Source: an optimization exercise on an open RTL-to-GDS flow (aim: small area, a short achievable clock period and few clock cycles). Production flows keep margins and buffers that such runs may drop. No activity file was given, so power comes from the tool's default toggle rates.

==> flow/design.v (excerpt) <==
module boo_encoder (
  input  wire       clk,
  input  wire       rst,         
  input  wire       in_valid,
  output wire       in_ready,
  input  wire [7:0] in_data,
  input  wire       in_eof,
  input  wire       in_err,
  output wire       out_valid,
  input  wire       out_ready,
  output wire [7:0] out_data,
  input  wire       out_err,
  output wire [2:0] seq,
  output wire [1:0] err
);
Size: ~360 cells after synthesis, ~55 flip-flops, roughly 30 I/O pins, about 3300 um2 of cells after synthesis.
Settings: LEC_CHECK=0, CAP_MARGIN=20, CORE_MARGIN=2, CORE_UTILIZATION=60, SETUP_SLACK_MARGIN=2.6, SLEW_MARGIN=20; clock period 5.0 ns.
standard.sh (not shown) runs the stock make flow with config.mk's settings and CLKGATE_MAP_FILE= SYNTH_SCRIPT=/design/flow/synth_recipe.tcl, a recipe that flattens the netlist after the stock synthesis.
==> flow/flow/run.sh <==
#!/bin/bash
# The standard layout, with plain buffers (not delay cells) on the ports and
# a clock tree of larger sink clusters without dummy balancing loads.
set -euo pipefail
bash standard.sh 'BUFFER_PORTS_ARGS=-buffer_cell sky130_fd_sc_hd__buf_2' \
  'CTS_ARGS=-sink_clustering_enable -repair_clock_nets -dont_use_dummy_load -sink_clustering_size 30 -sink_clustering_max_diameter 200' \
  finish > standard_flow.log 2>&1
Change:
- SETUP_SLACK_MARGIN: 2.6 -> 2.8
- global-route usage grows by 2.9 points
- synthesized area does not change
- clock skew went up by 4.4 ps
- wire length went up by 22%
- critical path depth came out higher by 1
Change:
- SETUP_SLACK_MARGIN: 2.8 -> 2.7
The changed run passed the timing, design-rule and antenna checks.
Routed wire length drops by 11%.
Design area drops by 7.3%.
Clock skew drops by 7.3 ps.
Die area stays the same.
Non-clock buffer count drops by 17.
Area after synthesis is unchanged.
Global-route usage drops by 1.5 points.
Count of clock-buffer cells in the layout does not change.
Via count drops by 6.0%.
Combinational power drops by 17%.
No functional check of the RTL was part of any run of this note.


run A:
boo_encoder, a different RTL version from the one above (not shown whole).
Size in the first run: about 360 cells after synthesis, ~3300 um2 of cells after synthesis.
clock: 5.0 ns
lec_check: 0
cap_margin: 20
core_margin: 2
core_utilization: 40
setup_slack_margin: 2.6
slew_margin: 20
==> flow/flow/run.sh <==
#!/bin/bash
# The standard layout, with plain buffers (not delay cells) on the ports.
set -euo pipefail
bash standard.sh 'BUFFER_PORTS_ARGS=-buffer_cell sky130_fd_sc_hd__buf_2' finish > standard_flow.log 2>&1
Input-level comparison between run B and run A:
==> flow/run.sh (new file) <==
#!/bin/bash
# synth_recipe.tcl (not shown) runs the flow's synth.tcl, then flattens the netlist and writes it again
# the make line also repeats each setting of config.mk as NAME=value (left out here)
make -C /OpenROAD-flow-scripts/flow DESIGN_CONFIG=/design/flow/config.mk WORK_HOME=/design/flow/orfs CLKGATE_MAP_FILE= SYNTH_SCRIPT=/design/flow/synth_recipe.tcl finish
removed: flow/flow/run.sh
removed: flow/standard.sh
Results
From run A to run B the numbers moved as follows: largest incremental delay on the critical path went up; power per cell area went down; global-route usage went up; met2 wire length went down.
Run B ended up with reg -> out as its start-to-end type of the worst setup path; run A ended up with reg -> reg.
| final area | run B vs run A | 3.0% higher |
## Diff of input files: run C against run B
Settings: changing SETUP_SLACK_MARGIN from 2.6 to 3.1.
==> flow/flow/run.sh (new file) <==
#!/bin/bash
# The standard layout, with plain buffers (not delay cells) on the ports.
set -euo pipefail
bash standard.sh 'BUFFER_PORTS_ARGS=-buffer_cell sky130_fd_sc_hd__buf_2' finish > standard_flow.log 2>&1
==> flow/standard.sh (new file) <==
#!/bin/bash
# synth_recipe.tcl (not shown) runs the flow's synth.tcl, then flattens the netlist and writes it again
# the make line also repeats each setting of config.mk as NAME=value (left out here)
make -C /OpenROAD-flow-scripts/flow DESIGN_CONFIG=/design/flow/config.mk WORK_HOME=/design/flow/orfs CLKGATE_MAP_FILE= SYNTH_SCRIPT=/design/flow/synth_recipe.tcl "${@:-finish}"
removed: flow/run.sh
### Flow results
Per the comparison of run C with run B, total routing resource utilization after global routing went up 2.8 points, combinational cell fraction of total power moved up, largest vdd supply drop picked up an extra 0.056 mV, part of the total power dissipated in the clock network lower, post-layout worst setup margin increased 0.10 ns. [run C vs run B] layout buffering overhead excluding clock cells: higher in run C. NOTE instance area at placement run B->run C decreased by a few percent. Run C ended with more cell area after layout than run B. Worst slew slack as a fraction of its limit deteriorates in run C relative to run B.
## Diff of input files: run D against run C
Settings: a change of SETUP_SLACK_MARGIN from 3.1 to 2.8.
### Flow results
- Run D reports a lower total half-perimeter wirelength after legalization and detailed placement than run C does.
- The total chip power in run D sits 0.0079 mW below the value recorded for run C.
- nor2_1 as the commonest non-fill, non-tap cell in the layout was reported by run D, and buf_4 by run C.
- Going from run C to run D, signed area change from the synthesized netlist to the final layout fell 22 points, share of total power in the clock network rose 4.3 points, reported leakage power fell 0.34 nW, worst setup slack fell 0.031 ns, total wire length fell 1.8 mm.
- Per the comparison of run D with run C, sequential share of layout area shows an increase of 5.0 points; cell area after placement shows a reduction of 1.6%.
- n1$_SDFFE_PP0P_ as the start point of the critical path was reported by run C, and p_lf$_SDFF_PP0_ by run D.
#### Input delta (run E over run D)
==> flow/run.sh (new file) <==
#!/bin/bash
# synth_recipe.tcl (not shown) runs the flow's synth.tcl, then flattens the netlist and writes it again
# the make line also repeats each setting of config.mk as NAME=value (left out here)
make -C /OpenROAD-flow-scripts/flow DESIGN_CONFIG=/design/flow/config.mk WORK_HOME=/design/flow/orfs CLKGATE_MAP_FILE= SYNTH_SCRIPT=/design/flow/synth_recipe.tcl finish
removed: flow/flow/run.sh
removed: flow/standard.sh
Notes after the runs:
Lower fraction of power spent switching nets goes to run D over run E.
Global-route wire length before repair (run E vs. run D) increases by a few percent
As far as total count of max-transition violations in the final report goes, run E and run D are indistinguishable; the numbers are identical.
Run E — power 0.064 mW higher, run D as reference
No run of this note included a check of the RTL's function; only the layout flow was run.

## re-timing with driven ports
The flow's constraints put no driver on any port. The routed layouts listed below were extracted and timed again, unchanged, in two steps. Step 1 assumes that a clkbuf_16 drives the clock port and a buf_2 every other input. Step 2 moves the port delays by t, midway between the first and last clock arrival at a register: inputs arrive t later, outputs are due t later. That takes back most of the time a late clock gives input paths. Three values: no drivers, after step 1, after step 2; two values: the first two.
run	t (ns)	slack for setup (ns)	hold slack, ns	worst setup path after step 2
the first run of note 1	0.334	2.564 / 2.564 / 2.327	0.483 / 0.483 / 0.483	input to register
the second run of note 1	0.334	2.681 / 2.681 / 2.511	0.489 / 0.489 / 0.489	input to register
the third run of note 1	0.336	2.707 / 2.707 / 2.400	0.480 / 0.480 / 0.480	input to register
run A	0.356	2.662 / 2.662 / 2.333	0.482 / 0.482 / 0.482	input to register
run B	0.383	2.683 / 2.650 / 2.377	0.476 / 0.476 / 0.476	input to register
run C	0.373	2.783 / 2.783 / 2.500	0.481 / 0.481 / 0.481	input to register
run D	0.362	2.752 / 2.752 / 2.496	0.478 / 0.478 / 0.478	input to register
run E	0.379	2.794 / 2.794 / 2.439	0.483 / 0.483 / 0.483	input to register
After both steps setup and hold are still met in every run listed. The setup slack of run E, which loses most, moves by 0.000 ns with the drivers and by -0.355 ns with both steps.
